Context: an optimization exercise on an open-source flow, tuned for small area, a short achievable clock period and few clock cycles. The choices shown serve that exercise and are no tape-out recipe.
RTL that was checked went through simulation tests only; none was proved equivalent to the original.
No functional check of the RTL was part of run 3.
Power is estimated from default activity; no workload was simulated.

--- config.mk ---
export PLATFORM = sky130hd
export DESIGN_NAME = tm_core
export DESIGN_NICKNAME = tm_core
export VERILOG_FILES = /design/flow/design.v
export SDC_FILE = /design/flow/constraint.sdc
export NUM_CORES = 4
export LEC_CHECK = 0
export CAP_MARGIN = 20
export CORE_MARGIN = 2
export CORE_UTILIZATION = 40
export PLACE_DENSITY = 0.6
export SLEW_MARGIN = 20
--- constraint.sdc ---
create_clock -name core_clock -period 30.0 [get_ports {clk}]
set_input_delay 6.0000 -clock core_clock [delete_from_list [all_inputs] [get_ports {clk}]]
set_output_delay 6.0000 -clock core_clock [all_outputs]
set_load 0.01 [all_outputs]
--- design.v ---
module tm_core (
    input  wire        clk,
    input  wire        rst,           
    input  wire [15:0] img_len,       
    output wire        mem_req,
    output wire        mem_we,
    output wire [15:0] mem_addr,
    output wire [15:0] mem_wdata,
    input  wire        mem_gnt,
    input  wire        mem_rvalid,
    input  wire [15:0] mem_rdata,
    output wire [1:0]  status,        
    output wire [2:0]  fault_kind,
    output wire        fault_write,
    output wire [15:0] fault_addr,
    output wire [15:0] ip_o,
    output wire [15:0] len_o
);
    localparam [2:0] F_TRUNC  = 3'd1,
                     F_INVOP  = 3'd2,
                     F_ACCESS = 3'd3,
                     F_DIVZ   = 3'd4,
                     F_MEMEX  = 3'd5,
                     F_ABNORM = 3'd6;
    localparam [2:0] K_OA = 3'd5,
                     K_OB = 3'd6,
                     K_X  = 3'd7;
    localparam [1:0] O_NONE = 2'd0,    
                     O_RAW  = 2'd1,    
                     O_RD   = 2'd2,    
                     O_VAL  = 2'd3;    
    localparam [1:0] X_RUN = 2'd0,     
                     X_MD  = 2'd1,     
                     X_WR  = 2'd2,     
                     X_WD  = 2'd3;     
    function [16:0] rca;               
        input [15:0] x;
        input [15:0] y;
        input        ci;
        reg   [16:0] c;
        integer      i;
        begin
            c[0] = ci;
            for (i = 0; i < 16; i = i + 1) begin
                rca[i]  = x[i] ^ y[i] ^ c[i];
                c[i+1]  = (x[i] & y[i]) | (c[i] & (x[i] ^ y[i]));
            end
            rca[16] = c[16];
        end
    endfunction
    function geq;                      
        input [15:0] x;
        input [15:0] y;
        reg   [16:0] c;
        integer      i;
        begin
            c[0] = 1'b1;
            for (i = 0; i < 16; i = i + 1)
                c[i+1] = (x[i] & ~y[i]) | (c[i] & (x[i] | ~y[i]));
            geq = c[16];
        end
    endfunction
    reg [1:0]  st;
    reg [2:0]  fkind;
    reg        fwrite;
    reg [15:0] ip, len;
    reg        req_r, we_r;
    reg [15:0] addr_r;                
    reg [3:0]  kind_r;
    reg [3:0]  q0, q1, q2;            
    reg [1:0]  cnt;
    reg        cs;                    
    reg [3:0]  opr0, opr1;            
    reg [1:0]  opb, opv;
    reg [15:0] f1;                    
    reg [1:0]  f1v;
    reg [4:0]  cim;                   
    reg [1:0]  pn;                    
    reg        h0, h1;                
    reg [15:0] a, b, t, acc;          
    reg [1:0]  as, bs;
    reg        abad, bbad;
    reg        tv;
    reg [1:0]  xs;
    reg [2:0]  icnt;
    reg        chkv, abn_r, hz_r;     
    reg [2:0]  dlo_r;
    wire halted = (st != 2'd0);
    wire [3:0] op    = cs ? opr1 : opr0;
    wire       opbad = cs ? opb[1] : opb[0];
    wire       opvc  = cs ? opv[1] : opv[0];
    wire       f1c   = cs ? f1v[1] : f1v[0];
    wire isA  = (op >= 4'd1) && (op <= 4'd5);
    wire isB  = (op >= 4'd6) && (op <= 4'd11);
    wire is5  = isA | isB;
    wire isP  = (op == 4'd13) | (op == 4'd14);        
    wire [2:0] w = (op == 4'd0 || op == 4'd15) ? 3'd1 : (op >= 4'd12) ? 3'd2 : 3'd5;
    wire [16:0] dl    = rca(len, ~ip, 1'b1);          
    wire        abn   = chkv & abn_r;
    wire        trunc = chkv & hz_r & (dlo_r < w);
    wire        ok    = opvc & chkv & ~abn_r & ~opbad & ~trunc;
    wire a_bad = geq(a, len);
    wire b_bad = geq(b, len);
    wire t_bad = geq(t, len);
    wire a_done = (as == O_VAL);
    wire b_done = (bs == O_VAL);
    wire afault = (as == O_RD) & abad;
    wire a_res  = ((as == O_RD) & ~abad) | a_done;
    wire bfault = (bs == O_RD) & bbad & a_res;
    wire        sub   = (op != 4'd1) & (op != 4'd14);
    wire [15:0] alu_y = (op == 4'd14) ? len : b;
    wire [16:0] alu   = rca(a, alu_y ^ {16{sub}}, sub);
    wire        lt    = ~alu[16];
    wire        eq    = (a == b);
    reg taken;
    always @(*) begin
        case (op)
            4'd6:    taken = lt;
            4'd7:    taken = lt | eq;
            4'd8:    taken = eq;
            4'd9:    taken = ~eq;
            4'd10:   taken = ~(lt | eq);
            4'd11:   taken = ~lt;
            default: taken = 1'b0;
        endcase
    end
    wire divz = ((op == 4'd4) | (op == 4'd5)) & (b == 16'd0);
    wire        first  = (xs == X_RUN);
    wire        dsml   = (a[15:8] == 8'd0);
    wire [15:0] md_a   = (first & dsml & (op != 4'd3)) ? {a[7:0], 8'd0} : a;
    wire [15:0] md_acc = first ? 16'd0 : acc;
    wire [16:0] m1     = rca(md_acc, b[0] ? md_a : 16'd0, 1'b0);
    wire [16:0] m2     = rca(m1[15:0], b[1] ? {md_a[14:0], 1'b0} : 16'd0, 1'b0);
    wire [15:0] mb_n   = {2'b00, b[15:2]};
    wire [16:0] r1d    = rca({md_acc[14:0], md_a[15]}, ~b, 1'b1);
    wire        ge1    = md_acc[15] | r1d[16];
    wire [15:0] r1     = {md_acc[14:0], md_a[15]};
    wire [16:0] r2d1   = rca({r1d[14:0], md_a[14]}, ~b, 1'b1);
    wire        ge21   = r1d[15] | r2d1[16];
    wire [16:0] r2d0   = rca({r1[14:0], md_a[14]}, ~b, 1'b1);
    wire        ge20   = r1[15] | r2d0[16];
    wire        ge2    = ge1 ? ge21 : ge20;
    wire [15:0] r2s    = ge1 ? (ge21 ? r2d1[15:0] : {r1d[14:0], md_a[14]})
                             : (ge20 ? r2d0[15:0] : {r1[14:0], md_a[14]});
    wire [15:0] q_n    = {md_a[13:0], ge1, ge2};
    wire        md_done = (op == 4'd3) ? (mb_n == 16'd0) : (~first & (icnt == 3'd1));
    wire [15:0] md_res  = (op == 4'd3) ? m2[15:0] : ((op == 4'd4) ? q_n : r2s);
    wire wpend = req_r & we_r;
    wire bfree = ~req_r | mem_gnt;
    wire rd_ok = ({1'b0, cnt} + {2'd0, req_r & ~we_r}) <= 3'd2;
    wire x_ok = isA & a_done & b_done & tv & ~divz & ~t_bad;
    reg        h_c;
    reg [1:0]  h_st;
    reg [2:0]  h_k;
    reg        h_w;
    reg [15:0] h_a;
    always @(*) begin
        h_c = 1'b1; h_st = 2'd2; h_k = 3'd0; h_w = 1'b0; h_a = 16'd0;
        if (abn)                              h_k = F_ABNORM;
        else if (opvc & chkv & opbad)         h_k = F_INVOP;
        else if (opvc & trunc)                h_k = F_TRUNC;
        else if (ok & (op == 4'd15))          h_st = 2'd1;
        else if (ok & afault)                 begin h_k = F_ACCESS; h_a = a; end
        else if (ok & bfault)                 begin h_k = F_ACCESS; h_a = b; end
        else if (ok & isA & a_done & b_done & tv & divz)
                                              h_k = F_DIVZ;
        else if (ok & isA & a_done & b_done & tv & t_bad)
                                              begin h_k = F_ACCESS; h_w = 1'b1; h_a = t; end
        else if (ok & (op == 4'd14) & a_done & alu[16])
                                              h_k = F_MEMEX;
        else                                  h_c = 1'b0;
    end
    wire halt_now = ~halted & h_c & ~wpend;
    wire        run    = ok & ~halted;
    wire        r_add  = run & (xs == X_RUN) & x_ok & ((op == 4'd1) | (op == 4'd2));
    wire        r_md   = run & (((xs == X_RUN) & x_ok & (op >= 4'd3)) | (xs == X_MD)) & md_done;
    wire        res_c  = r_add | r_md;
    wire [15:0] res    = r_add ? alu[15:0] : md_res;
    wire        w_go   = (res_c | (run & (xs == X_WR))) & bfree;
    wire br_done = run & isB & a_done & b_done & tv;
    wire go_done = run & (op == 4'd12) & f1c;
    wire ig_done = run & (op == 4'd13) & a_done;
    wire al_done = run & (op == 4'd14) & a_done & ~alu[16];
    wire nop_done= run & (op == 4'd0);
    wire adv5  = (run & (xs == X_WD)) | (br_done & ~taken);
    wire [15:0] ipw = ip + {13'd0, w};
    reg        redir;
    reg [15:0] tgt;
    always @(*) begin
        redir = ~halt_now;
        tgt   = t;
        if (br_done & taken)   tgt = t;
        else if (go_done)      tgt = f1;
        else if (ig_done)      tgt = a;
        else if (al_done | nop_done) tgt = ipw;
        else                   redir = 1'b0;
    end
    wire kill = redir | halt_now;
    wire [4:0] c_need = ~opvc                     ? 5'b11111 :
                        (opbad | (w == 3'd1))     ? 5'b00001 :
                        (w == 3'd2)               ? 5'b00011 : 5'b11111;
    wire [4:0] c_left = c_need & ~cim;
    reg  [2:0] c_k;
    always @(*) begin
        if (c_left[0])                  c_k = 3'd0;
        else if (c_left[1])             c_k = 3'd1;
        else if (opvc & isA) begin
            if (c_left[3])              c_k = 3'd3;
            else if (c_left[4])         c_k = 3'd4;
            else                        c_k = 3'd2;
        end else begin
            if (c_left[2])              c_k = 3'd2;
            else if (c_left[3])         c_k = 3'd3;
            else                        c_k = 3'd4;
        end
    end
    wire f1_free = is5 & f1c & (as[1] | (as == O_VAL)) & (bs[1] | (bs == O_VAL));
    wire n_ok    = opvc & is5 & ~opbad & (isB | tv);
    wire n0_rdy  = n_ok & (pn == 2'd0);
    wire n1_rdy  = n_ok & (pn == 2'd1) & f1_free;
    reg        r_go;
    reg [15:0] r_base;
    reg [2:0]  r_ofs;
    reg        r_fix;                  
    reg [3:0]  r_kind;
    always @(*) begin
        r_go = 1'b1; r_base = a; r_ofs = 3'd0; r_fix = 1'b1; r_kind = {cs, K_X};
        if (redir) begin
            r_base = tgt; r_kind = {cs, 3'd0};
        end else if (adv5) begin
            r_fix = 1'b0; r_ofs = 3'd5 + {1'b0, pn}; r_kind = {~cs, 1'b0, pn};
        end else if (as == O_RAW) begin
            r_base = a; r_kind = {cs, K_OA};
        end else if (bs == O_RAW) begin
            r_base = b; r_kind = {cs, K_OB};
        end else if (|c_left) begin
            r_fix = 1'b0; r_ofs = c_k; r_kind = {cs, c_k};
        end else if (n0_rdy) begin
            r_fix = 1'b0; r_ofs = 3'd5; r_kind = {~cs, 3'd0};
        end else if (n1_rdy) begin
            r_fix = 1'b0; r_ofs = 3'd6; r_kind = {~cs, 3'd1};
        end else begin
            r_go = 1'b0;
        end
    end
    wire [15:0] r_addr = r_fix ? r_base : (ip + {13'd0, r_ofs});
    wire        rd_go  = ~halted & ~halt_now & ~w_go & r_go & rd_ok & bfree;
    wire        r_hit  = (t == r_addr);
    wire       rv    = mem_rvalid & (cnt != 2'd0);
    wire       rs    = q0[3];
    wire [2:0] rk    = (kill | q0[2:0] == K_X) ? K_X : q0[2:0];
    function [3:0] drop;
        input [3:0] tg;
        input       k;
        begin
            drop = k ? {tg[3], K_X} : tg;
        end
    endfunction
    always @(posedge clk) begin
        abn_r <= ~dl[16] | (dl[15:0] == 16'd0);
        hz_r  <= dl[15:3] == 13'd0;
        dlo_r <= dl[2:0];
        if (rst) begin
            st     <= 2'd0;
            fkind  <= 3'd0;
            fwrite <= 1'b0;
            ip     <= 16'd0;
            len    <= img_len;
            req_r  <= 1'b0;
            we_r   <= 1'b0;
            cnt    <= 2'd0;
            cs     <= 1'b0;
            opv    <= 2'b00;
            f1v    <= 2'b00;
            cim    <= 5'd0;
            pn     <= 2'd0;
            h0     <= 1'b0;
            h1     <= 1'b0;
            as     <= O_NONE;
            bs     <= O_NONE;
            abad   <= 1'b0;
            bbad   <= 1'b0;
            tv     <= 1'b0;
            xs     <= X_RUN;
            chkv   <= 1'b0;
        end else begin
            chkv <= ~(kill | adv5);
            begin : tq
                reg [3:0] q [0:2];
                reg [1:0] c;
                q[0] = drop(q0, kill);
                q[1] = drop(q1, kill);
                q[2] = drop(q2, kill);
                c = cnt;
                if (rv) begin
                    q[0] = q[1]; q[1] = q[2];
                    c = c - 2'd1;
                end
                if (req_r && !we_r && mem_gnt) begin
                    case (c)
                        2'd0:    q[0] = drop(kind_r, kill);
                        2'd1:    q[1] = drop(kind_r, kill);
                        default: q[2] = drop(kind_r, kill);
                    endcase
                    c = c + 2'd1;
                end
                q0 <= q[0]; q1 <= q[1]; q2 <= q[2];
                cnt <= c;
            end
            if (halt_now) begin
                req_r  <= 1'b0;
                we_r   <= 1'b0;
                addr_r <= h_a;
            end else if (bfree) begin
                if (w_go) begin
                    req_r  <= 1'b1;
                    we_r   <= 1'b1;
                    addr_r <= t;
                    kind_r <= {cs, K_X};
                end else if (rd_go) begin
                    req_r  <= 1'b1;
                    we_r   <= 1'b0;
                    addr_r <= r_addr;
                    kind_r <= r_kind;
                end else begin
                    req_r  <= 1'b0;
                    we_r   <= 1'b0;
                end
            end else begin
                kind_r <= drop(kind_r, kill);
            end
            if (halt_now) begin
                st     <= h_st;
                fkind  <= h_k;
                fwrite <= h_w;
            end
            begin : ist
                reg [4:0] m;
                reg [1:0] p, ov, fv;
                reg [1:0] sa, sb;
                reg       sv, ba, bb, k0, k1;
                m = cim; p = pn; ov = opv; fv = f1v;
                sa = as; sb = bs; sv = tv; ba = abad; bb = bbad; k0 = h0; k1 = h1;
                if (kill) begin
                    m = 5'd0; p = 2'd0; ov = 2'b00; fv = 2'b00;
                    sa = O_NONE; sb = O_NONE; sv = 1'b0; ba = 1'b0; bb = 1'b0;
                    k0 = 1'b0; k1 = 1'b0;
                    if (redir) ip <= tgt;
                end else if (adv5) begin
                    ip <= ipw;
                    cs <= ~cs;
                    m  = {3'b000, pn[1], pn[1] | pn[0]};
                    p  = 2'd0;
                    ov[cs] = 1'b0; fv[cs] = 1'b0;
                    sa = O_NONE; sb = O_NONE; sv = 1'b0; ba = 1'b0; bb = 1'b0;
                    k0 = 1'b0; k1 = 1'b0;
                end
                if (!kill && !adv5 && opvc && isP && f1c && as == O_NONE) begin
                    a <= f1; sa = O_RAW;
                end
                if (rv) begin
                    case (rk)
                        3'd0: if (!ov[rs]) begin
                            if (rs) opr1 <= mem_rdata[3:0]; else opr0 <= mem_rdata[3:0];
                            opb[rs] <= (mem_rdata[15:4] != 12'd0);
                            ov[rs] = 1'b1;
                        end
                        3'd1: if (!fv[rs]) begin
                            f1 <= mem_rdata; fv[rs] = 1'b1;
                        end
                        3'd2: if (isA) begin
                            t <= mem_rdata; sv = 1'b1;
                        end else if (isB) begin
                            a <= mem_rdata; sa = f1[0] ? O_RAW : O_VAL;
                        end
                        3'd3: if (isA) begin
                            a <= mem_rdata; sa = f1[0] ? O_RAW : O_VAL;
                        end else if (isB) begin
                            b <= mem_rdata; sb = f1[1] ? O_RAW : O_VAL;
                        end
                        3'd4: if (isA) begin
                            b <= mem_rdata; sb = f1[1] ? O_RAW : O_VAL;
                        end else if (isB) begin
                            t <= mem_rdata; sv = 1'b1;
                        end
                        K_OA: if (!abad) begin a <= mem_rdata; sa = O_VAL; end
                        K_OB: if (!bbad) begin b <= mem_rdata; sb = O_VAL; end
                        default: ;
                    endcase
                end
                if (!kill && adv5 && xs == X_WD) begin
                    if (h0) begin
                        if (cs) opr0 <= acc[3:0]; else opr1 <= acc[3:0];
                        opb[~cs] <= (acc[15:4] != 12'd0);
                        ov[~cs] = 1'b1;
                    end
                    if (h1) begin
                        f1 <= acc; fv[~cs] = 1'b1;
                    end
                end
                if (rd_go) begin
                    if (kill || adv5) begin
                        m = m | (5'd1 << r_kind[2:0]);
                    end else if (r_kind[2:0] == K_OA) begin
                        sa = O_RD; ba = a_bad;
                    end else if (r_kind[2:0] == K_OB) begin
                        sb = O_RD; bb = b_bad;
                    end else if (r_kind[3] != cs) begin
                        p = p + 2'd1;
                        if (r_kind[0]) k1 = r_hit & isA; else k0 = r_hit & isA;
                    end else begin
                        m = m | (5'd1 << r_kind[2:0]);
                    end
                end
                cim <= m; pn <= p; opv <= ov; f1v <= fv;
                as <= sa; bs <= sb; tv <= sv; abad <= ba; bbad <= bb;
                h0 <= k0; h1 <= k1;
            end
            if (kill || adv5) begin
                xs <= X_RUN;
            end else if (run) begin
                case (xs)
                    X_RUN: if (x_ok && op >= 4'd3) begin
                        acc  <= (op == 4'd3) ? m2[15:0] : r2s;
                        a    <= (op == 4'd3) ? {md_a[13:0], 2'b00} : q_n;
                        if (op == 4'd3) b <= mb_n;
                        icnt <= dsml ? 3'd3 : 3'd7;
                        xs   <= X_MD;
                    end
                    X_MD: begin
                        acc  <= (op == 4'd3) ? m2[15:0] : r2s;
                        a    <= (op == 4'd3) ? {md_a[13:0], 2'b00} : q_n;
                        if (op == 4'd3) b <= mb_n;
                        icnt <= icnt - 3'd1;
                    end
                    X_WR: ;
                    default: ;
                endcase
                if (res_c) begin
                    acc <= res;
                    xs  <= bfree ? X_WD : X_WR;
                end else if (xs == X_WR && bfree) begin
                    xs  <= X_WD;
                end
            end
            if (al_done) len <= alu[15:0];
        end
    end
    assign mem_req     = req_r;
    assign mem_we      = we_r;
    assign mem_addr    = addr_r;
    assign mem_wdata   = acc;
    assign status      = st;
    assign fault_kind  = fkind;
    assign fault_write = fwrite;
    assign fault_addr  = addr_r;
    assign ip_o        = ip;
    assign len_o       = len;
endmodule
--- run.sh ---
#!/bin/bash
# synth_recipe.tcl (not shown) runs the flow's synth.tcl, then flattens the netlist and writes it again
# the make line also repeats each setting of config.mk as NAME=value (left out here)
make -C /OpenROAD-flow-scripts/flow DESIGN_CONFIG=/design/flow/config.mk WORK_HOME=/design/flow/orfs CLKGATE_MAP_FILE= SYNTH_SCRIPT=/design/flow/synth_recipe.tcl finish
==> results of run 1 <==
==> placed cells by master, fill, tap and decap left out, types with 11 or more instances in the layout <==
cell             instances
a211oi_1                22
a21oi_1                162
a222oi_1                17
a31oi_1                 16
and2_1                  23
and3_1                  20
buf_4                   54
clkbuf_16               17
clkdlybuf4s50_1        122
dfxtp_1                 55
edfxtp_1               141
fa_1                   104
ha_1                    26
inv_1                  112
mux2_2                  15
mux2i_1                 72
nand2_1                302
nand2b_1                29
nand3_1                 72
nand4_1                 25
nor2_1                 175
nor2b_1                 14
nor3_1                  22
nor4_1                  21
o211ai_1                35
o21ai_0                150
o21ai_1                 38
o22ai_1                 42
or3_1                   11
xnor2_1                 59
xor2_1                  20
==> kinds of logic (layout without fill, tap and decap cells) <==
group	Yosys count	count (layout)	share of synthesized area, %
AND/OR/NAND/NOR	766	766	19.86
AO/OA/AOI/OAI	608	608	21.21
buffers and inverters	288	327	6.659
flip-flops	196	196	29.52
adder cells (fa/ha/maj)	139	139	13.82
multiplexers	90	90	5.109
XOR/XNOR	79	79	3.828
==> registers in the layout (all words and copies together) (netlist names), 4 cells and up <==
signal / cells
t: 16
f1: 16
q2: 4
len: 16
opr1: 4
addr_r: 16
acc: 16
cim: 5
q0: 4
ip: 16
opr0: 4
b: 16
a: 16
q1: 4
kind_r: 4
==> cell type report <==
| type | count | area (sq um) | area share [%] |
|---|---|---|---|
| clock inverter | 13 | 107.6 | 0.5300 |
| tap | 592 | 740.7 | 3.648 |
| multi-input combinational | 1682 | 11610 | 57.19 |
| clock buffer | 19 | 432.9 | 2.132 |
| timing repair buffer | 177 | 1632 | 8.036 |
| sequential | 196 | 5335 | 26.28 |
| inverter | 118 | 444.2 | 2.188 |
==> through the flow <==
step	hold WS [ns]	total power, W	setup slack (ns)	util [%]
2_1_floorplan	0.4341	0.0006735	17.90	-
3_3_place_gp	0.4386	0.0008600	16.60	44.47
3_5_place_dp	0.4507	0.0008679	16.45	44.48
4_1_cts	0.4602	0.001096	16.38	45.69
5_1_grt	0.4856	0.001158	15.52	45.71
6_report	0.4582	0.001104	16.37	45.71
==> power groups by stage <==
stage	clock network, W	registers, W	logic (W)
after CTS	0.000231	0.000401	0.000464
after floorplan	0	0.000378	0.000296
final	0.000229	0.000404	0.000471
after global routing	0.000240	0.000407	0.000511
after detailed placement	0	0.000407	0.000461
after global placement	0	0.000406	0.000454
==> per-layer routing <==
metal / vias to the layer above / share of wire, % / GRT usage [%]
met1: 8778 / 41 / 45.36
li1: 7796 / - / -
met2: 1137 / 44 / 50.18
met5: - / 0 / 0
met3: 180 / 10 / 5.726
met4: 0 / 4.9 / 15.09
==> final timing paths <==
check / end / from / slack, ns / depth (start not counted)
setup reg to reg: h0 / cs / 16.37 / 44
setup / recovery: h0 / cs / 16.37 / 44
hold / removal: fkind[0] / fkind[0] / 0.46 / 2
hold reg to reg: fkind[0] / fkind[0] / 0.46 / 2
==> worst max-delay path, delay by kind of cell, from the launching register on <==
family	cells	cell delay, ns
adder cells (fa/ha/maj)	16	6.64
buffers and inverters	3	0.70
AO/OA/AOI/OAI	8	1.82
AND/OR/NAND/NOR	12	3.03
multiplexers	2	0.39
flip-flops	1	0.34
XOR/XNOR	3	0.58
==> summary.txt, run 1 <==
- Cell accounting for the most synthesized area: edfxtp_1
- Hold-fix buffers, CTS: 0
- Drt wl/cell: 27.71 microns
- Share of cells above drive strength 1: 6.893%
- Largest stage delay, worst path: 0.50 ns
- DRC marker count from the first detailed-route iteration: 2613
- Crit Path Max Fanout: 35
- Total core area: 44410 sq um
- Remaining global-route overflow: 0
- Cell with the most instances after synthesis: nand2_1
- Non-filler instance count after layout: 2797
- Pins Over Slew Limit: 0
- Switching part of the total: 41.82%
- HP Class: flip-flop to flip-flop
- DP HPWL: 59430 microns
- Register bit total from synthesis: 196
- Mapped Cells: 2166
- Post-CTS Setup Bufs: 0
- Synth cell types: 96
- Antenna violations before repair: 3
- CTS H-Tree Depth: 4
- N_diodes: 0
- DRC Markers: 0
- Vias: 17.89k
- Vias per inst: 6.396
- RSZ-0062 raised after global routing: no
- Initial Util: 40.70%
- Status: finished clean
- Final setup vio count: 0
- PwrDens: 54.39 nW/um^2
- Antenna Nets Post-Route: 0
- Slowest cell on crit path: or3_1
- Tmin final: 13.63 ns
- # clock sinks: 196
- Vias in the first global route: 17.17k
- Top FF cell, synth: edfxtp_1
- Worst Path Required: 30.41 ns
- Port-buffer cells: 123
- Slew HR: 24.04%
- Gpl congestion: 1.003
- Worst-path clk slew: 0.08 ns
- Critical path class: flip-flop to flip-flop
- Setup TNS Final: 0 ns
- P_sw: 0.0004618 W
- First-pass GRT wire length: 113700 microns
- Fill count: 4413
- Root buffer cell: clkbuf_16
- Final WL: 77500 microns
- Most frequent CP cell: fa_1
- Top cells by area in the synthesized netlist: edfxtp_1 23%, fa_1 12%, nand2_1 6.3%, dfxtp_1 6.1%, a21oi_1 4.6%
- VDD IR max: 0.04145 mV
- Top-area cell type share of the netlist area: 23.43%
- FP Rows: 77
- Cell Area, Synth: 18070 sq um
- Pin count of the biggest net entering global routing: 74
- Comb power frac: 42.7%
- DP Area: 19750 sq um
- Clk Latency, worst-skew pair: 0.49 ns
- CTS buffer count: 17
- TritonCTS clock tree: built
- Final instance area: 20300 sq um
- Seq/Total Area, Yosys: 29.52%
- Area growth syn-to-layout: 12.32%
- CP endpoint kind: flip-flop
- Die ar.: 46900 sq um
- Boundary pin count: 124
- Total GRT Usage: 32.86%
- Clk pwr share: 20.7%
- Vert. Die Dim: 216.6 microns
- EDFF count, synth: 141
- Final hold vios: 0
- Final period util: 45.45%
- Mapped Nets: 2332
- Lkg Pwr: 7.499 nW
- Fin Clk Skew: 0.01499 ns
- Crit path launch type: flip-flop
- Worst slew pin tran: 1.137 ns
- CTS max path bufs: 2
- Placed cell count: 2764
- Post-CTS Resized: 0
- Yosys warns: 2
- Die Span X: 216.6 microns
- Share of power burned in registers: 36.6%
- 1st-pass router iterations: 6
- Fin nets: 2358
- P_int: 0.0006423 W
- Commonest cells in the netlist: 302 x nand2_1, 178 x nor2_1, 166 x a21oi_1
- Max Fclk: 73.35 MHz
- Share of flip-flops with an asynchronous set or reset: 0%
- Max Cap Violations: 0
- Crit path DAT: 14.05 ns
- Syn_area_per_cell: 8.345 sq um
Testbench counts, summed over its fixed seeds: cycles 690,794.
==> inputs of run 2 (changes only) <==
--- a/design.v
+++ b/design.v
@@ -76,15 +76,15 @@
     reg [1:0]  f1v;
     reg [4:0]  cim;                   
     reg [1:0]  pn;                    
-    reg        h0, h1;                
+    reg        h1;                    
     reg [15:0] a, b, t, acc;          
     reg [1:0]  as, bs;
     reg        abad, bbad;
     reg        tv;
     reg [1:0]  xs;
     reg [2:0]  icnt;
-    reg        chkv, abn_r, hz_r;     
-    reg [2:0]  dlo_r;
+    reg        chkv, abn_r;           
+    reg [3:0]  dls_r;                 
     wire halted = (st != 2'd0);
     wire [3:0] op    = cs ? opr1 : opr0;
     wire       opbad = cs ? opb[1] : opb[0];
@@ -97,11 +97,11 @@
     wire [2:0] w = (op == 4'd0 || op == 4'd15) ? 3'd1 : (op >= 4'd12) ? 3'd2 : 3'd5;
     wire [16:0] dl    = rca(len, ~ip, 1'b1);          
     wire        abn   = chkv & abn_r;
-    wire        trunc = chkv & hz_r & (dlo_r < w);
+    wire        trunc = chkv & ({1'b0, dls_r} < {2'b00, w});
     wire        ok    = opvc & chkv & ~abn_r & ~opbad & ~trunc;
     wire a_bad = geq(a, len);
     wire b_bad = geq(b, len);
-    wire t_bad = geq(t, len);
+    reg  t_bad, tvr;                  
     wire a_done = (as == O_VAL);
     wire b_done = (bs == O_VAL);
     wire afault = (as == O_RD) & abad;
@@ -109,9 +109,26 @@
     wire bfault = (bs == O_RD) & bbad & a_res;
     wire        sub   = (op != 4'd1) & (op != 4'd14);
     wire [15:0] alu_y = (op == 4'd14) ? len : b;
-    wire [16:0] alu   = rca(a, alu_y ^ {16{sub}}, sub);
-    wire        lt    = ~alu[16];
-    wire        eq    = (a == b);
+    wire [15:0] alu_q = alu_y ^ {16{sub}};
+    wire [16:0] alu_l = rca({8'd0, a[7:0]}, {8'd0, alu_q[7:0]}, sub);
+    wire [16:0] alu_h0 = rca({8'd0, a[15:8]}, {8'd0, alu_q[15:8]}, 1'b0);
+    wire [16:0] alu_h1 = rca({8'd0, a[15:8]}, {8'd0, alu_q[15:8]}, 1'b1);
+    wire [8:0]  alu_h = alu_l[8] ? alu_h1[8:0] : alu_h0[8:0];
+    wire [16:0] alu   = {alu_h, alu_l[7:0]};
+    wire [15:0] ce  = ~(a ^ b);
+    wire [15:0] cg  = a & ~b;
+    wire [3:0]  gg, ge;
+    genvar gi;
+    generate for (gi = 0; gi < 4; gi = gi + 1) begin : cmpg
+        assign ge[gi] = &ce[4*gi+3:4*gi];
+        assign gg[gi] = cg[4*gi+3] | (ce[4*gi+3] & cg[4*gi+2]) |
+                        (ce[4*gi+3] & ce[4*gi+2] & cg[4*gi+1]) |
+                        (ce[4*gi+3] & ce[4*gi+2] & ce[4*gi+1] & cg[4*gi]);
+    end endgenerate
+    wire        eq  = &ge;
+    wire        gt  = gg[3] | (ge[3] & gg[2]) | (ge[3] & ge[2] & gg[1]) |
+                      (ge[3] & ge[2] & ge[1] & gg[0]);
+    wire        lt  = ~gt & ~eq;
     reg taken;
     always @(*) begin
         case (op)
@@ -145,10 +162,18 @@
     wire [15:0] q_n    = {md_a[13:0], ge1, ge2};
     wire        md_done = (op == 4'd3) ? (mb_n == 16'd0) : (~first & (icnt == 3'd1));
     wire [15:0] md_res  = (op == 4'd3) ? m2[15:0] : ((op == 4'd4) ? q_n : r2s);
+    wire [3:0] opn   = cs ? opr0 : opr1;
+    wire       opnv  = cs ? opv[0] : opv[1];
+    wire       opnb  = cs ? opb[0] : opb[1];
+    wire       f1nc  = cs ? f1v[0] : f1v[1];
+    wire       nA    = opnv & ~opnb & (opn >= 4'd1) & (opn <= 4'd5);
+    wire       nB    = opnv & ~opnb & (opn >= 4'd6) & (opn <= 4'd11);
+    wire       n1w   = opnv & (opnb | opn == 4'd0 | opn == 4'd15);
+    wire       n2w   = opnv & ~opnb & (opn >= 4'd12) & (opn <= 4'd14);
     wire wpend = req_r & we_r;
     wire bfree = ~req_r | mem_gnt;
     wire rd_ok = ({1'b0, cnt} + {2'd0, req_r & ~we_r}) <= 3'd2;
-    wire x_ok = isA & a_done & b_done & tv & ~divz & ~t_bad;
+    wire x_ok = isA & a_done & b_done & tvr & ~divz & ~t_bad;
     reg        h_c;
     reg [1:0]  h_st;
     reg [2:0]  h_k;
@@ -162,11 +187,11 @@
         else if (ok & (op == 4'd15))          h_st = 2'd1;
         else if (ok & afault)                 begin h_k = F_ACCESS; h_a = a; end
         else if (ok & bfault)                 begin h_k = F_ACCESS; h_a = b; end
-        else if (ok & isA & a_done & b_done & tv & divz)
+        else if (ok & isA & a_done & b_done & tvr & divz)
                                               h_k = F_DIVZ;
-        else if (ok & isA & a_done & b_done & tv & t_bad)
+        else if (ok & isA & a_done & b_done & tvr & t_bad)
                                               begin h_k = F_ACCESS; h_w = 1'b1; h_a = t; end
-        else if (ok & (op == 4'd14) & a_done & alu[16])
+        else if (ok & (op == 4'd14) & al_v & al_c)
                                               h_k = F_MEMEX;
         else                                  h_c = 1'b0;
     end
@@ -180,17 +205,23 @@
     wire br_done = run & isB & a_done & b_done & tv;
     wire go_done = run & (op == 4'd12) & f1c;
     wire ig_done = run & (op == 4'd13) & a_done;
-    wire al_done = run & (op == 4'd14) & a_done & ~alu[16];
+    reg  al_c, al_v;                  
+    wire al_done = run & (op == 4'd14) & al_v & ~al_c;
     wire nop_done= run & (op == 4'd0);
-    wire adv5  = (run & (xs == X_WD)) | (br_done & ~taken);
-    wire [15:0] ipw = ip + {13'd0, w};
+    wire ngo   = (opn == 4'd12) & opnv & ~opnb & f1nc & ~h1 & (dls_r >= 4'd7) &
+                 ~((xs == X_WD) & (pn != 2'd0) & (t == ipw));
+    wire adv_r = (run & (xs == X_WD)) | (br_done & ~taken);
+    wire adv5  = adv_r & ~ngo;
+    wire [11:0] ip_hi1 = ip[15:4] + 12'd1;
+    wire [4:0]  ipw_lo = {1'b0, ip[3:0]} + {2'b00, w};
+    wire [15:0] ipw    = {ipw_lo[4] ? ip_hi1 : ip[15:4], ipw_lo[3:0]};
     reg        redir;
     reg [15:0] tgt;
     always @(*) begin
         redir = ~halt_now;
         tgt   = t;
         if (br_done & taken)   tgt = t;
-        else if (go_done)      tgt = f1;
+        else if (go_done | (adv_r & ngo)) tgt = f1;
         else if (ig_done)      tgt = a;
         else if (al_done | nop_done) tgt = ipw;
         else                   redir = 1'b0;
@@ -200,52 +231,60 @@
                         (opbad | (w == 3'd1))     ? 5'b00001 :
                         (w == 3'd2)               ? 5'b00011 : 5'b11111;
     wire [4:0] c_left = c_need & ~cim;
-    reg  [2:0] c_k;
-    always @(*) begin
-        if (c_left[0])                  c_k = 3'd0;
-        else if (c_left[1])             c_k = 3'd1;
-        else if (opvc & isA) begin
-            if (c_left[3])              c_k = 3'd3;
-            else if (c_left[4])         c_k = 3'd4;
-            else                        c_k = 3'd2;
-        end else begin
-            if (c_left[2])              c_k = 3'd2;
-            else if (c_left[3])         c_k = 3'd3;
-            else                        c_k = 3'd4;
+    function [2:0] pick;
+        input [4:0] lf;      
+        input       ia;      
+        input       ib;      
+        input [1:0] fl;      
+        input       fk;
+        begin
+            if (lf[0])                          pick = 3'd0;
+            else if (lf[1])                     pick = 3'd1;
+            else if (ia & fk & fl[0] & lf[3])   pick = 3'd3;
+            else if (ia & fk & fl[1] & lf[4])   pick = 3'd4;
+            else if (ia & ~fk & lf[3])          pick = 3'd3;
+            else if (ib & fk & fl[1] & ~fl[0] & lf[3]) pick = 3'd3;
+            else if (lf[2])                     pick = 3'd2;
+            else if (lf[3])                     pick = 3'd3;
+            else                                pick = 3'd4;
         end
-    end
+    endfunction
+    wire [2:0] c_k = pick(c_left, opvc & isA, opvc & isB, f1[1:0], f1c);
+    wire [4:0] n_need = n1w ? 5'b00001 : n2w ? 5'b00011 : 5'b11111;
+    wire [4:0] n_left = n_need & ~{3'b000, pn[1], pn[1] | pn[0]};
+    wire [2:0] n_k    = pick(n_left, nA, nB, f1[1:0], f1nc);
     wire f1_free = is5 & f1c & (as[1] | (as == O_VAL)) & (bs[1] | (bs == O_VAL));
-    wire n_ok    = opvc & is5 & ~opbad & (isB | tv);
+    wire n_ok    = opvc & is5 & ~opbad;
     wire n0_rdy  = n_ok & (pn == 2'd0);
-    wire n1_rdy  = n_ok & (pn == 2'd1) & f1_free;
+    wire n1_rdy  = n_ok & (pn == 2'd1) & f1_free & (isB | tv);
     reg        r_go;
     reg [15:0] r_base;
-    reg [2:0]  r_ofs;
+    reg [3:0]  r_ofs;
     reg        r_fix;                  
     reg [3:0]  r_kind;
     always @(*) begin
-        r_go = 1'b1; r_base = a; r_ofs = 3'd0; r_fix = 1'b1; r_kind = {cs, K_X};
+        r_go = 1'b1; r_base = a; r_ofs = 4'd0; r_fix = 1'b1; r_kind = {cs, K_X};
         if (redir) begin
             r_base = tgt; r_kind = {cs, 3'd0};
         end else if (adv5) begin
-            r_fix = 1'b0; r_ofs = 3'd5 + {1'b0, pn}; r_kind = {~cs, 1'b0, pn};
+            r_go = |n_left; r_fix = 1'b0; r_ofs = 4'd5 + {1'b0, n_k}; r_kind = {~cs, n_k};
         end else if (as == O_RAW) begin
             r_base = a; r_kind = {cs, K_OA};
         end else if (bs == O_RAW) begin
             r_base = b; r_kind = {cs, K_OB};
         end else if (|c_left) begin
-            r_fix = 1'b0; r_ofs = c_k; r_kind = {cs, c_k};
+            r_fix = 1'b0; r_ofs = {1'b0, c_k}; r_kind = {cs, c_k};
         end else if (n0_rdy) begin
-            r_fix = 1'b0; r_ofs = 3'd5; r_kind = {~cs, 3'd0};
+            r_fix = 1'b0; r_ofs = 4'd5; r_kind = {~cs, 3'd0};
         end else if (n1_rdy) begin
-            r_fix = 1'b0; r_ofs = 3'd6; r_kind = {~cs, 3'd1};
+            r_fix = 1'b0; r_ofs = 4'd6; r_kind = {~cs, 3'd1};
         end else begin
             r_go = 1'b0;
         end
     end
-    wire [15:0] r_addr = r_fix ? r_base : (ip + {13'd0, r_ofs});
+    wire [4:0]  r_lo   = {1'b0, ip[3:0]} + {1'b0, r_ofs};
+    wire [15:0] r_addr = r_fix ? r_base : {r_lo[4] ? ip_hi1 : ip[15:4], r_lo[3:0]};
     wire        rd_go  = ~halted & ~halt_now & ~w_go & r_go & rd_ok & bfree;
-    wire        r_hit  = (t == r_addr);
     wire       rv    = mem_rvalid & (cnt != 2'd0);
     wire       rs    = q0[3];
     wire [2:0] rk    = (kill | q0[2:0] == K_X) ? K_X : q0[2:0];
@@ -257,9 +296,13 @@
         end
     endfunction
     always @(posedge clk) begin
-        abn_r <= ~dl[16] | (dl[15:0] == 16'd0);
-        hz_r  <= dl[15:3] == 13'd0;
-        dlo_r <= dl[2:0];
+        if (adv5 && !kill) begin
+            abn_r <= (dls_r == 4'd5);
+            dls_r <= dls_r - 4'd5;
+        end else begin
+            abn_r <= ~dl[16] | (dl[15:0] == 16'd0);
+            dls_r <= (dl[15:4] != 12'd0) ? 4'd15 : dl[3:0];
+        end
         if (rst) begin
             st     <= 2'd0;
             fkind  <= 3'd0;
@@ -274,7 +317,6 @@
             f1v    <= 2'b00;
             cim    <= 5'd0;
             pn     <= 2'd0;
-            h0     <= 1'b0;
             h1     <= 1'b0;
             as     <= O_NONE;
             bs     <= O_NONE;
@@ -284,7 +326,11 @@
             xs     <= X_RUN;
             chkv   <= 1'b0;
         end else begin
-            chkv <= ~(kill | adv5);
+            chkv <= ~kill;
+            t_bad <= geq(t, len);
+            al_c  <= alu[16];
+            al_v  <= a_done & ~kill & ~adv5;
+            tvr   <= tv & ~kill & ~adv5;
             begin : tq
                 reg [3:0] q [0:2];
                 reg [1:0] c;
@@ -338,13 +384,13 @@
                 reg [4:0] m;
                 reg [1:0] p, ov, fv;
                 reg [1:0] sa, sb;
-                reg       sv, ba, bb, k0, k1;
+                reg       sv, ba, bb, k1;
                 m = cim; p = pn; ov = opv; fv = f1v;
-                sa = as; sb = bs; sv = tv; ba = abad; bb = bbad; k0 = h0; k1 = h1;
+                sa = as; sb = bs; sv = tv; ba = abad; bb = bbad; k1 = h1;
                 if (kill) begin
                     m = 5'd0; p = 2'd0; ov = 2'b00; fv = 2'b00;
                     sa = O_NONE; sb = O_NONE; sv = 1'b0; ba = 1'b0; bb = 1'b0;
-                    k0 = 1'b0; k1 = 1'b0;
+                    k1 = 1'b0;
                     if (redir) ip <= tgt;
                 end else if (adv5) begin
                     ip <= ipw;
@@ -353,7 +399,7 @@
                     p  = 2'd0;
                     ov[cs] = 1'b0; fv[cs] = 1'b0;
                     sa = O_NONE; sb = O_NONE; sv = 1'b0; ba = 1'b0; bb = 1'b0;
-                    k0 = 1'b0; k1 = 1'b0;
+                    k1 = 1'b0;
                 end
                 if (!kill && !adv5 && opvc && isP && f1c && as == O_NONE) begin
                     a <= f1; sa = O_RAW;
@@ -389,32 +435,35 @@
                     endcase
                 end
                 if (!kill && adv5 && xs == X_WD) begin
-                    if (h0) begin
+                    if (pn != 2'd0 && t == ipw) begin
                         if (cs) opr0 <= acc[3:0]; else opr1 <= acc[3:0];
                         opb[~cs] <= (acc[15:4] != 12'd0);
                         ov[~cs] = 1'b1;
                     end
-                    if (h1) begin
+                    if (h1 && pn == 2'd2) begin
                         f1 <= acc; fv[~cs] = 1'b1;
                     end
                 end
+                if (!kill && !adv5 && as == O_RAW) ba = a_bad;
+                if (!kill && !adv5 && bs == O_RAW) bb = b_bad;
+                if (!kill && !adv5 && req_r && !we_r && kind_r[3] != cs && kind_r[2:0] == 3'd1)
+                    k1 = (t == addr_r) & isA;
                 if (rd_go) begin
                     if (kill || adv5) begin
                         m = m | (5'd1 << r_kind[2:0]);
                     end else if (r_kind[2:0] == K_OA) begin
-                        sa = O_RD; ba = a_bad;
+                        sa = O_RD;
                     end else if (r_kind[2:0] == K_OB) begin
-                        sb = O_RD; bb = b_bad;
+                        sb = O_RD;
                     end else if (r_kind[3] != cs) begin
                         p = p + 2'd1;
-                        if (r_kind[0]) k1 = r_hit & isA; else k0 = r_hit & isA;
                     end else begin
                         m = m | (5'd1 << r_kind[2:0]);
                     end
                 end
                 cim <= m; pn <= p; opv <= ov; f1v <= fv;
                 as <= sa; bs <= sb; tv <= sv; abad <= ba; bbad <= bb;
-                h0 <= k0; h1 <= k1;
+                h1 <= k1;
             end
             if (kill || adv5) begin
                 xs <= X_RUN;
==> flow/run.sh (new file) <==
#!/bin/bash
# Standard ORFS layout, with timing repair aiming well below the clock period
# (the constraints are the design's; only repair_timing's setup margin changes).
set -euo pipefail
bash standard.sh SETUP_SLACK_MARGIN=22 finish > layout.log 2>&1
==> standard.sh (new file) <==
#!/bin/bash
# synth_recipe.tcl (not shown) runs the flow's synth.tcl, then flattens the netlist and writes it again
# the make line also repeats each setting of config.mk as NAME=value (left out here)
make -C /OpenROAD-flow-scripts/flow DESIGN_CONFIG=/design/flow/config.mk WORK_HOME=/design/flow/orfs CLKGATE_MAP_FILE= SYNTH_SCRIPT=/design/flow/synth_recipe.tcl "${@:-finish}"
removed: run.sh
==> summary.txt, run 2 <==
- Share of power burned in registers: 36.4%
- Syn_area_per_cell: 8.567 sq um
- Die Span X: 223.0 microns
- DP HPWL: 59230 microns
- First-pass GRT wire length: 117300 microns
- DRC marker count from the first detailed-route iteration: 2434
- HP Class: flip-flop to flip-flop
- Top FF cell, synth: edfxtp_1
- Worst Setup SP: opr0[1]
- Reg2reg end: acc[12]
- Share of flip-flops with an asynchronous set or reset: 0%
- Antenna violations before repair: 2
- Switching part of the total: 41.14%
- EDFF count, synth: 145
- Setup TNS Final: 0 ns
- Critical path class: flip-flop to flip-flop
- Cell with the most instances after synthesis: nor2_1
- Total GRT Usage: 31.80%
- Drt wl/cell: 27.19 microns
- Slew HR: 23.84%
- DRC Markers: 0
- P_sw: 0.0004575 W
- Boundary pin count: 124
- FP Rows: 80
- Worst Path Required: 30.38 ns
- Vert. Die Dim: 223.0 microns
- Antenna Nets Post-Route: 0
- Max Fclk: 113.3 MHz
- Crit Path Max Fanout: 5
- Top-area cell type share of the netlist area: 22.70%
- Pins Over Slew Limit: 0
- RSZ-0062 raised after global routing: yes
- Commonest cells in the netlist: 261 x nor2_1, 224 x a21oi_1, 200 x nand2_1
- Total core area: 47550 sq um
- CP Depth: 33
- Tot Pwr: 0.001112 W
- Slowest cell on crit path: edfxtp_1
- Crit path DAT: 9.20 ns
- Worst reg2reg startpoint: opr0[1]
- Gpl congestion: 0.9789
- Lkg Pwr: 8.672 nW
- Worst-path clk slew: 0.08 ns
- Yosys warns: 2
- Root buffer cell: clkbuf_16
- Worst slew pin tran: 1.142 ns
- Share of cells above drive strength 1: 14.98%
- Cell accounting for the most synthesized area: edfxtp_1
- Area growth syn-to-layout: 17.19%
- Tmin final: 8.824 ns
- Vias in the first global route: 17.73k
- Clk pwr share: 22.3%
- Mapped Cells: 2239
- Fin nets: 2490
- Max Cap Violations: 0
- FF-to-FF path depth: 33
- TritonCTS clock tree: built
- Initial Util: 40.34%
- Worst Setup EP: acc[12]
- Crit path launch type: flip-flop
- CTS max path bufs: 2
- Mapped Nets: 2425
- Final setup vio count: 0
- Commonest non-fill, non-tap cell in the layout: nor2_1
- Register bit total from synthesis: 199
- Worst Path Buf+Inv: 4
- CTS buffer count: 17
- VDD IR max: 0.04542 mV
- Comb power frac: 41.3%
- Most frequent CP cell: fa_2
- Cell Area, Synth: 19180 sq um
- Clk Latency, worst-skew pair: 0.52 ns
- Vias per inst: 6.391
- Final period util: 29.41%
- Final WL: 79750 microns
- Fin Clk Skew: 0.01127 ns
- # clock sinks: 199
- Hold-fix buffers, CTS: 0
- Delay-heaviest family, CP: adder cells
- Final hold vios: 0
- Vias: 18.75k
- Largest stage delay, worst path: 0.46 ns
- Pin count of the biggest net entering global routing: 61
- Status: finished clean
- R2R Setup Slk: 21.18 ns
- 1st-pass router iterations: 7
- Port-buffer cells: 123
- Synth cell types: 105
- Top cells by area in the synthesized netlist: edfxtp_1 23%, fa_1 11%, a21oi_1 5.8%, mux2i_1 5.8%, dfxtp_1 5.6%
- Remaining global-route overflow: 0
- CTS H-Tree Depth: 4
- Most frequent cells in the layout: 251 x nor2_1, 200 x a21oi_1, 194 x nand2_1
- CP endpoint kind: flip-flop
- Fill count: 4555
- Die ar.: 49720 sq um
- PwrDens: 49.47 nW/um^2
- P_int: 0.0006545 W
- Seq/Total Area, Yosys: 28.34%
## run 2: kinds of logic (layout without fill, tap and decap cells)
group	after synthesis	count (layout)	synth area share [%]
fa+ha+maj	175	175	15.15
mux	134	134	7.156
buf+inv	291	367	6.588
flops	199	199	28.34
xor+xnor	89	89	4.279
compound gates	591	591	19.60
other cells	0	1	0
simple gates	760	762	18.89
## run 2: worst reg2reg max path, delay by kind of cell (launching register included)
kind / cells / cell delay, ns
mux: 2 / 0.42
compound gates: 5 / 0.67
flops: 1 / 0.46
buf+inv: 4 / 0.44
simple gates: 6 / 1.00
fa+ha+maj: 16 / 5.72
## run 2: layout make-up
cell class / instances / area (sq um) / area share (%)
tap: 615 / 769.5 / 3.423
antenna: 1 / 2.502 / 0.01113
timing repair buffer: 221 / 2126 / 9.457
sequential: 199 / 5440 / 24.20
inverter: 114 / 432.9 / 1.926
clock inverter: 15 / 157.7 / 0.7014
multi-input combinational: 1751 / 13120 / 58.39
clock buffer: 17 / 425.4 / 1.893
## run 2: metal layers
layer  up-vias  GRT usage, %  wire [microns]
met3       247         7.415            8261
met1      9178         41.35           31640
li1       8160             -               -
met5         -             0              13
met2      1158         49.36           35370
met4         2         16.58            4476
## run 2: metrics by stage
step                      hold WS (ns)  setup slack, ns  cell area [sq um]  utilization, %  instances
after floorplan                 0.4774            21.45              19540               -       2239
after global placement          0.4528            20.06              20890           43.94       2833
after detailed placement        0.4650            19.92              20890           43.94       2833
after CTS                       0.4760            21.27              22190           46.66       2913
after global routing            0.4921            20.91              22480           47.27       2932
final                           0.4720            21.18              22480           47.28       2933
## run 2: power groups by stage
stage | combinational, W | clock [W] | sequential, W
detailed placement | 0.000409 | 0 | 0.000414
finish | 0.000460 | 0.000248 | 0.000405
global placement | 0.000402 | 0 | 0.000414
CTS | 0.000439 | 0.000251 | 0.000402
global route | 0.000496 | 0.000257 | 0.000408
floorplan | 0.000280 | 0 | 0.000378
## run 2: worst min path at each step
stage / from / endpoint / slack [ns] / depth (start not counted)
2_1_floorplan: tv / tv / 0.48 / 2
5_1_grt: fwrite / fwrite / 0.49 / 2
4_1_cts: fwrite / fwrite / 0.48 / 2
6_report: fwrite / fwrite / 0.47 / 2
3_3_place_gp: fwrite / fwrite / 0.45 / 2
3_5_place_dp: fwrite / fwrite / 0.46 / 2
## run 2: what timing repair did
action | CTS | global route
hold endpoints to repair | 0 | 0
endpoints found under the setup margin | 63 | 53
pin swaps | 23 | 37
setup buffers | 44 | 18
gates cloned | 4 | 1
resized for setup | 67 | 39
Testbench counts of run 2, summed over its fixed seeds: cycles 649,860.
==> inputs of run 3 (changes only) <==
--- a/design.v
+++ b/design.v
@@ -29,10 +29,11 @@
                      O_RAW  = 2'd1,    
                      O_RD   = 2'd2,    
                      O_VAL  = 2'd3;    
-    localparam [1:0] X_RUN = 2'd0,     
-                     X_MD  = 2'd1,     
-                     X_WR  = 2'd2,     
-                     X_WD  = 2'd3;     
+    localparam [2:0] X_RUN = 3'd0,     
+                     X_MD  = 3'd1,     
+                     X_WR  = 3'd2,     
+                     X_WD  = 3'd3,     
+                     X_FIX = 3'd4;     
     function [16:0] rca;               
         input [15:0] x;
         input [15:0] y;
@@ -60,6 +61,33 @@
             geq = c[16];
         end
     endfunction
+    function [19:0] cla;               
+        input [19:0] x;
+        input [19:0] y;
+        input        ci;
+        reg   [19:0] p, g, c;
+        reg   [4:0]  gp, gg;
+        reg   [5:0]  gc;
+        integer      k, j;
+        begin
+            p = x ^ y;
+            g = x & y;
+            for (k = 0; k < 5; k = k + 1) begin
+                gp[k] = p[4*k] & p[4*k+1] & p[4*k+2] & p[4*k+3];
+                gg[k] = g[4*k+3] | (p[4*k+3] & g[4*k+2]) | (p[4*k+3] & p[4*k+2] & g[4*k+1]) |
+                        (p[4*k+3] & p[4*k+2] & p[4*k+1] & g[4*k]);
+            end
+            gc[0] = ci;
+            for (k = 0; k < 5; k = k + 1)
+                gc[k+1] = gg[k] | (gp[k] & gc[k]);
+            for (k = 0; k < 5; k = k + 1) begin
+                c[4*k] = gc[k];
+                for (j = 1; j < 4; j = j + 1)
+                    c[4*k+j] = g[4*k+j-1] | (p[4*k+j-1] & c[4*k+j-1]);
+            end
+            cla = p ^ c;
+        end
+    endfunction
     reg [1:0]  st;
     reg [2:0]  fkind;
     reg        fwrite;
@@ -81,7 +109,8 @@
     reg [1:0]  as, bs;
     reg        abad, bbad;
     reg        tv;
-    reg [1:0]  xs;
+    reg [2:0]  xs;
+    reg        drs;                   
     reg [2:0]  icnt;
     reg        chkv, abn_r;           
     reg [3:0]  dls_r;                 
@@ -107,14 +136,11 @@
     wire afault = (as == O_RD) & abad;
     wire a_res  = ((as == O_RD) & ~abad) | a_done;
     wire bfault = (bs == O_RD) & bbad & a_res;
-    wire        sub   = (op != 4'd1) & (op != 4'd14);
+    wire        sub   = (op != 4'd1) & (op != 4'd14) & (xs != X_FIX);
     wire [15:0] alu_y = (op == 4'd14) ? len : b;
     wire [15:0] alu_q = alu_y ^ {16{sub}};
-    wire [16:0] alu_l = rca({8'd0, a[7:0]}, {8'd0, alu_q[7:0]}, sub);
-    wire [16:0] alu_h0 = rca({8'd0, a[15:8]}, {8'd0, alu_q[15:8]}, 1'b0);
-    wire [16:0] alu_h1 = rca({8'd0, a[15:8]}, {8'd0, alu_q[15:8]}, 1'b1);
-    wire [8:0]  alu_h = alu_l[8] ? alu_h1[8:0] : alu_h0[8:0];
-    wire [16:0] alu   = {alu_h, alu_l[7:0]};
+    wire [19:0] alu_w = cla({4'd0, a}, {4'd0, alu_q}, sub);
+    wire [16:0] alu   = alu_w[16:0];
     wire [15:0] ce  = ~(a ^ b);
     wire [15:0] cg  = a & ~b;
     wire [3:0]  gg, ge;
@@ -144,24 +170,32 @@
     wire divz = ((op == 4'd4) | (op == 4'd5)) & (b == 16'd0);
     wire        first  = (xs == X_RUN);
     wire        dsml   = (a[15:8] == 8'd0);
-    wire [15:0] md_a   = (first & dsml & (op != 4'd3)) ? {a[7:0], 8'd0} : a;
-    wire [15:0] md_acc = first ? 16'd0 : acc;
-    wire [16:0] m1     = rca(md_acc, b[0] ? md_a : 16'd0, 1'b0);
-    wire [16:0] m2     = rca(m1[15:0], b[1] ? {md_a[14:0], 1'b0} : 16'd0, 1'b0);
+    wire [15:0] md_a   = a;
+    wire [15:0] md_acc = acc & {16{~first}};
+    wire        dskip  = first & dsml & (op != 4'd3);    
+    wire [15:0] pp0    = b[0] ? md_a : 16'd0;
+    wire [15:0] pp1    = b[1] ? {md_a[14:0], 1'b0} : 16'd0;
+    wire [15:0] cs_s   = md_acc ^ pp0 ^ pp1;
+    wire [15:0] cs_c   = (md_acc & pp0) | (md_acc & pp1) | (pp0 & pp1);
+    wire [19:0] m2w    = cla({4'd0, cs_s}, {4'd0, cs_c[14:0], 1'b0}, 1'b0);
+    wire [16:0] m2     = {1'b0, m2w[15:0]};
     wire [15:0] mb_n   = {2'b00, b[15:2]};
-    wire [16:0] r1d    = rca({md_acc[14:0], md_a[15]}, ~b, 1'b1);
-    wire        ge1    = md_acc[15] | r1d[16];
-    wire [15:0] r1     = {md_acc[14:0], md_a[15]};
-    wire [16:0] r2d1   = rca({r1d[14:0], md_a[14]}, ~b, 1'b1);
-    wire        ge21   = r1d[15] | r2d1[16];
-    wire [16:0] r2d0   = rca({r1[14:0], md_a[14]}, ~b, 1'b1);
-    wire        ge20   = r1[15] | r2d0[16];
-    wire        ge2    = ge1 ? ge21 : ge20;
-    wire [15:0] r2s    = ge1 ? (ge21 ? r2d1[15:0] : {r1d[14:0], md_a[14]})
-                             : (ge20 ? r2d0[15:0] : {r1[14:0], md_a[14]});
+    wire        md_rs  = drs & ~first;
+    wire [17:0] dx1    = {md_rs, md_acc, md_a[15]};
+    wire [17:0] dy1    = md_rs ? {2'b00, b} : ~{2'b00, b};
+    wire [19:0] ds1w   = cla({2'b00, dx1}, {2'b00, dy1}, ~md_rs);
+    wire [17:0] ds1    = ds1w[17:0];
+    wire [17:0] dx2    = {ds1[16:0], md_a[14]};
+    wire [17:0] dy2    = ds1[17] ? {2'b00, b} : ~{2'b00, b};
+    wire [19:0] ds2w   = cla({2'b00, dx2}, {2'b00, dy2}, ~ds1[17]);
+    wire [17:0] ds2    = ds2w[17:0];
+    wire        ge1    = ~ds1[17];
+    wire        ge2    = ~ds2[17];
+    wire [15:0] r2s    = ds2[15:0];
     wire [15:0] q_n    = {md_a[13:0], ge1, ge2};
     wire        md_done = (op == 4'd3) ? (mb_n == 16'd0) : (~first & (icnt == 3'd1));
     wire [15:0] md_res  = (op == 4'd3) ? m2[15:0] : ((op == 4'd4) ? q_n : r2s);
+    wire        md_fix  = (op == 4'd5);                    
     wire [3:0] opn   = cs ? opr0 : opr1;
     wire       opnv  = cs ? opv[0] : opv[1];
     wire       opnb  = cs ? opb[0] : opb[1];
@@ -198,9 +232,10 @@
     wire halt_now = ~halted & h_c & ~wpend;
     wire        run    = ok & ~halted;
     wire        r_add  = run & (xs == X_RUN) & x_ok & ((op == 4'd1) | (op == 4'd2));
-    wire        r_md   = run & (((xs == X_RUN) & x_ok & (op >= 4'd3)) | (xs == X_MD)) & md_done;
-    wire        res_c  = r_add | r_md;
-    wire [15:0] res    = r_add ? alu[15:0] : md_res;
+    wire        r_md   = run & (((xs == X_RUN) & x_ok & (op >= 4'd3) & ~dskip) | (xs == X_MD)) & md_done & ~md_fix;
+    wire        r_fx   = run & (xs == X_FIX);
+    wire        res_c  = r_add | r_md | r_fx;
+    wire [15:0] res    = r_add ? alu[15:0] : r_fx ? (drs ? alu[15:0] : a) : md_res;
     wire        w_go   = (res_c | (run & (xs == X_WR))) & bfree;
     wire br_done = run & isB & a_done & b_done & tv;
     wire go_done = run & (op == 4'd12) & f1c;
@@ -470,17 +505,30 @@
             end else if (run) begin
                 case (xs)
                     X_RUN: if (x_ok && op >= 4'd3) begin
-                        acc  <= (op == 4'd3) ? m2[15:0] : r2s;
-                        a    <= (op == 4'd3) ? {md_a[13:0], 2'b00} : q_n;
-                        if (op == 4'd3) b <= mb_n;
-                        icnt <= dsml ? 3'd3 : 3'd7;
+                        if (dskip) begin
+                            acc  <= 16'd0;
+                            a    <= {a[7:0], 8'd0};
+                            icnt <= 3'd4;
+                        end else begin
+                            acc  <= (op == 4'd3) ? m2[15:0] : r2s;
+                            a    <= (op == 4'd3) ? {md_a[13:0], 2'b00} : q_n;
+                            if (op == 4'd3) b <= mb_n;
+                            icnt <= 3'd7;
+                        end
+                        drs  <= 1'b0;
+                        if (!dskip) drs <= ds2[16];
                         xs   <= X_MD;
                     end
                     X_MD: begin
                         acc  <= (op == 4'd3) ? m2[15:0] : r2s;
                         a    <= (op == 4'd3) ? {md_a[13:0], 2'b00} : q_n;
                         if (op == 4'd3) b <= mb_n;
+                        drs  <= ds2[16];
                         icnt <= icnt - 3'd1;
+                        if (md_done && md_fix) begin
+                            a  <= r2s;
+                            xs <= X_FIX;
+                        end
                     end
                     X_WR: ;
                     default: ;
==> summary.txt, run 3 <==
- DRC Markers: 0
- Lkg Pwr: 9.390 nW
- Cell with the most instances after synthesis: nand2_1
- FP Rows: 85
- Pin count of the biggest net entering global routing: 69
- Worst slew pin tran: 1.186 ns
- CP endpoint kind: output pin
- Share of power burned in registers: 32.8%
- Max Cap Violations: 0
- DRC marker count from the first detailed-route iteration: 3131
- # clock sinks: 201
- First-pass GRT wire length: 140300 microns
- Final setup vio count: 0
- Pins Over Slew Limit: 0
- Cell accounting for the most synthesized area: edfxtp_1
- 1st-pass router iterations: 10
- Worst Path Required: 24.00 ns
- Share of flip-flops with an asynchronous set or reset: 0%
- Critical path class: flip-flop to output pin
- Hold-fix buffers, CTS: 0
- Vert. Die Dim: 236.1 microns
- DP HPWL: 72720 microns
- P_sw: 0.0005177 W
- Vias in the first global route: 20.70k
- Share of cells above drive strength 1: 8.686%
- P_int: 0.0007647 W
- Initial Util: 40.29%
- Crit path launch type: flip-flop
- Drt wl/cell: 28.96 microns
- Cell Area, Synth: 21550 sq um
- Syn_area_per_cell: 8.327 sq um
- Placed cell count: 3246
- Gpl congestion: 1.035
- Clk pwr share: 26.9%
- DR WL met3: 10330 microns
- Crit Path Max Fanout: 9
- Yosys warns: 2
- Clk Latency, worst-skew pair: 0.59 ns
- Antenna violations before repair: 4
- Vias per inst: 6.636
- Final instance area: 24500 sq um
- Port-buffer cells: 123
- Root buffer cell: clkbuf_16
- Fill count: 5324
- Crit path DAT: 1.99 ns
- DP Area: 23200 sq um
- Seq/Total Area, Yosys: 25.45%
- Fin Clk Skew: 0.02640 ns
- RSZ-0062 raised after global routing: yes
- Area growth syn-to-layout: 13.68%
- Final WL: 96230 microns
- Top FF cell, synth: edfxtp_1
- Storage element area: 5490 sq um
- TritonCTS clock tree: built
- Worst-path clk slew: 0.06 ns
- Worst Path Buf+Inv: 1
- Register bit total from synthesis: 201
- Antenna Nets Post-Route: 0
- Final hold vios: 0
- Remaining global-route overflow: 0
- Worst path cell trace: clkdlybuf4s50_1
- CTS buffer count: 28
- Total core area: 53500 sq um
- Tmin final: 7.989 ns
- Die ar.: 55750 sq um
- CTS max path bufs: 3
- Boundary pin count: 124
- Total GRT Usage: 33.45%
- Max Fclk: 125.2 MHz
- Largest stage delay, worst path: 0.74 ns
- Commonest cells in the netlist: 236 x nand2_1, 218 x nor2_1, 169 x o21ai_0
- EDFF count, synth: 146
- Die Span X: 236.1 microns
- Slowest cell on crit path: edfxtp_1
- VDD IR max: 0.04837 mV
- Synth cell types: 111
- Vias: 22.05k
- Max Used Layer: met5
- PwrDens: 52.35 nW/um^2
- Top-area cell type share of the netlist area: 20.34%
- Status: finished clean
- Setup TNS Final: 0 ns
- Fin nets: 2818
- HP Class: flip-flop to flip-flop
- Most frequent cells in the layout: 235 x nand2_1, 216 x nor2_1, 167 x o21ai_0
- Met2 routed WL: 42130 microns
- Multi-input logic area: 14790 sq um
- Mapped Cells: 2588
- CTS H-Tree Depth: 1
- Met1 WL: 38930 microns
- Switching part of the total: 40.37%
- Slew HR: 20.33%
- Final period util: 26.63%
- Commonest non-fill, non-tap cell in the layout: nand2_1
- Tot Pwr: 0.001282 W
- Non-filler instance count after layout: 3323
- Mapped Nets: 2803
- WHS: 0.4521 ns
- Delay-heaviest family, CP: flip-flops
- Comb power frac: 40.4%
- Top cells by area in the synthesized netlist: edfxtp_1 20%, fa_1 7.1%, ha_1 6.0%, dfxtp_1 5.1%, mux2i_1 4.1%
## run 3: cell count changes after synthesis, moves of 27 or more
cell,previous run,this run
a21oi_1,224,139
o21ai_0,110,169
ha_1,47,103
nor2_1,261,218
nand2_1,200,236
inv_1,113,146
clkbuf_1,108,140
a21o_1,10,41
xnor2_1,49,78
a31oi_1,33,60
and2_1,7,34
fa_1,103,76
## run 3: what timing repair did
action / in CTS / in global routing
setup endpoints to repair: 139 / 48
pin swaps: 4 / 4
setup buffers: 9 / 12
resized for setup: 12 / 23
cloned: 1 / 0
## run 3: per-layer routing
metal	GRT usage, %	up-vias
met4	14.88	2
li1	-	9545
met5	0	-
met2	51.66	1470
met1	45.72	10768
met3	5.898	267
## run 3: cell families (layout without fill, tap and decap cells)
group                      Yosys count  in the layout  share of synthesized area (%)
muxes                              112            112                          5.336
and+or+nand+nor                    805            805                          18.25
AOI/OAI and AO/OA                  775            776                          24.48
adders and majority gates          197            197                          13.88
other                                0              2                              0
buffers and inverters              364            400                          7.025
xor gates and xnor gates           134            134                          5.574
DFF                                201            201                          25.45
## run 3: cell type report
cell class                      instances  area share, %
Clock inverter                          8         0.2911
Sequential cell                       201          22.41
Inverter                              148          2.288
Antenna cell                            2        0.02043
Tap cell                              696          3.555
Clock buffer                           44          3.442
Multi-Input combinational cell       2024          60.35
Timing Repair Buffer                  200          7.640
## run 3: final timing paths
path	cells past startpoint	from	slack, ns	to
min reg2reg	2	fkind[0]	0.45	fkind[0]
max	1	len[4]	22.01	len_o[4]
min	2	fkind[0]	0.45	fkind[0]
max reg2reg	24	len[0]	22.29	dls_r[1]
## run 3: power groups by stage
stage                     registers [W]  logic (W)  clock network (W)
after floorplan                0.000381   0.000347                  0
after global placement         0.000422   0.000485                  0
after detailed placement       0.000423   0.000492                  0
after CTS                      0.000417   0.000503           0.000347
after global routing           0.000422   0.000562           0.000356
final                          0.000420   0.000518           0.000345
## run 3: stage by stage
step	utilization, %	setup slack (ns)
after CTS	45.38	21.89
after detailed placement	43.38	20.96
after global placement	43.36	21.03
final	45.80	22.01
after floorplan	-	22.09
after global routing	45.79	21.95

==> what the ideal ports hide <==
How much do the figures lean on ideal ports? The routed layouts below were timed once more, with nothing changed but the port constraints. Step 1 (the two cells are an assumption about what drives the block):
set clk [get_ports {clk}]
set_driving_cell -lib_cell sky130_fd_sc_hd__clkbuf_16 $clk
set_driving_cell -lib_cell sky130_fd_sc_hd__buf_2 [delete_from_list [all_inputs] $clk]
Step 2 adds t to the input delays and takes it off the output delays; t is the mean of the earliest and latest rising clock arrival at the registers after step 1. Input paths then give back, and output paths get back, about the clock's delay inside the block. Three values: no drivers, after step 1, after step 2; two values: the first two.
| run | t, ns | setup WS [ns] | worst setup path at the end |
|---|---|---|---|
| run 1 | 0.532 | 16.366 / 16.366 / 16.366 | register to register |
| run 2 | 0.575 | 21.176 / 21.176 / 21.176 | register to register |
| run 3 | 0.642 | 22.011 / 21.949 / 21.496 | input to register |
After both steps every run listed still meets setup and hold. For run 3, which loses most, drivers alone change the setup slack by -0.062 ns; drivers and shift together by -0.515 ns.
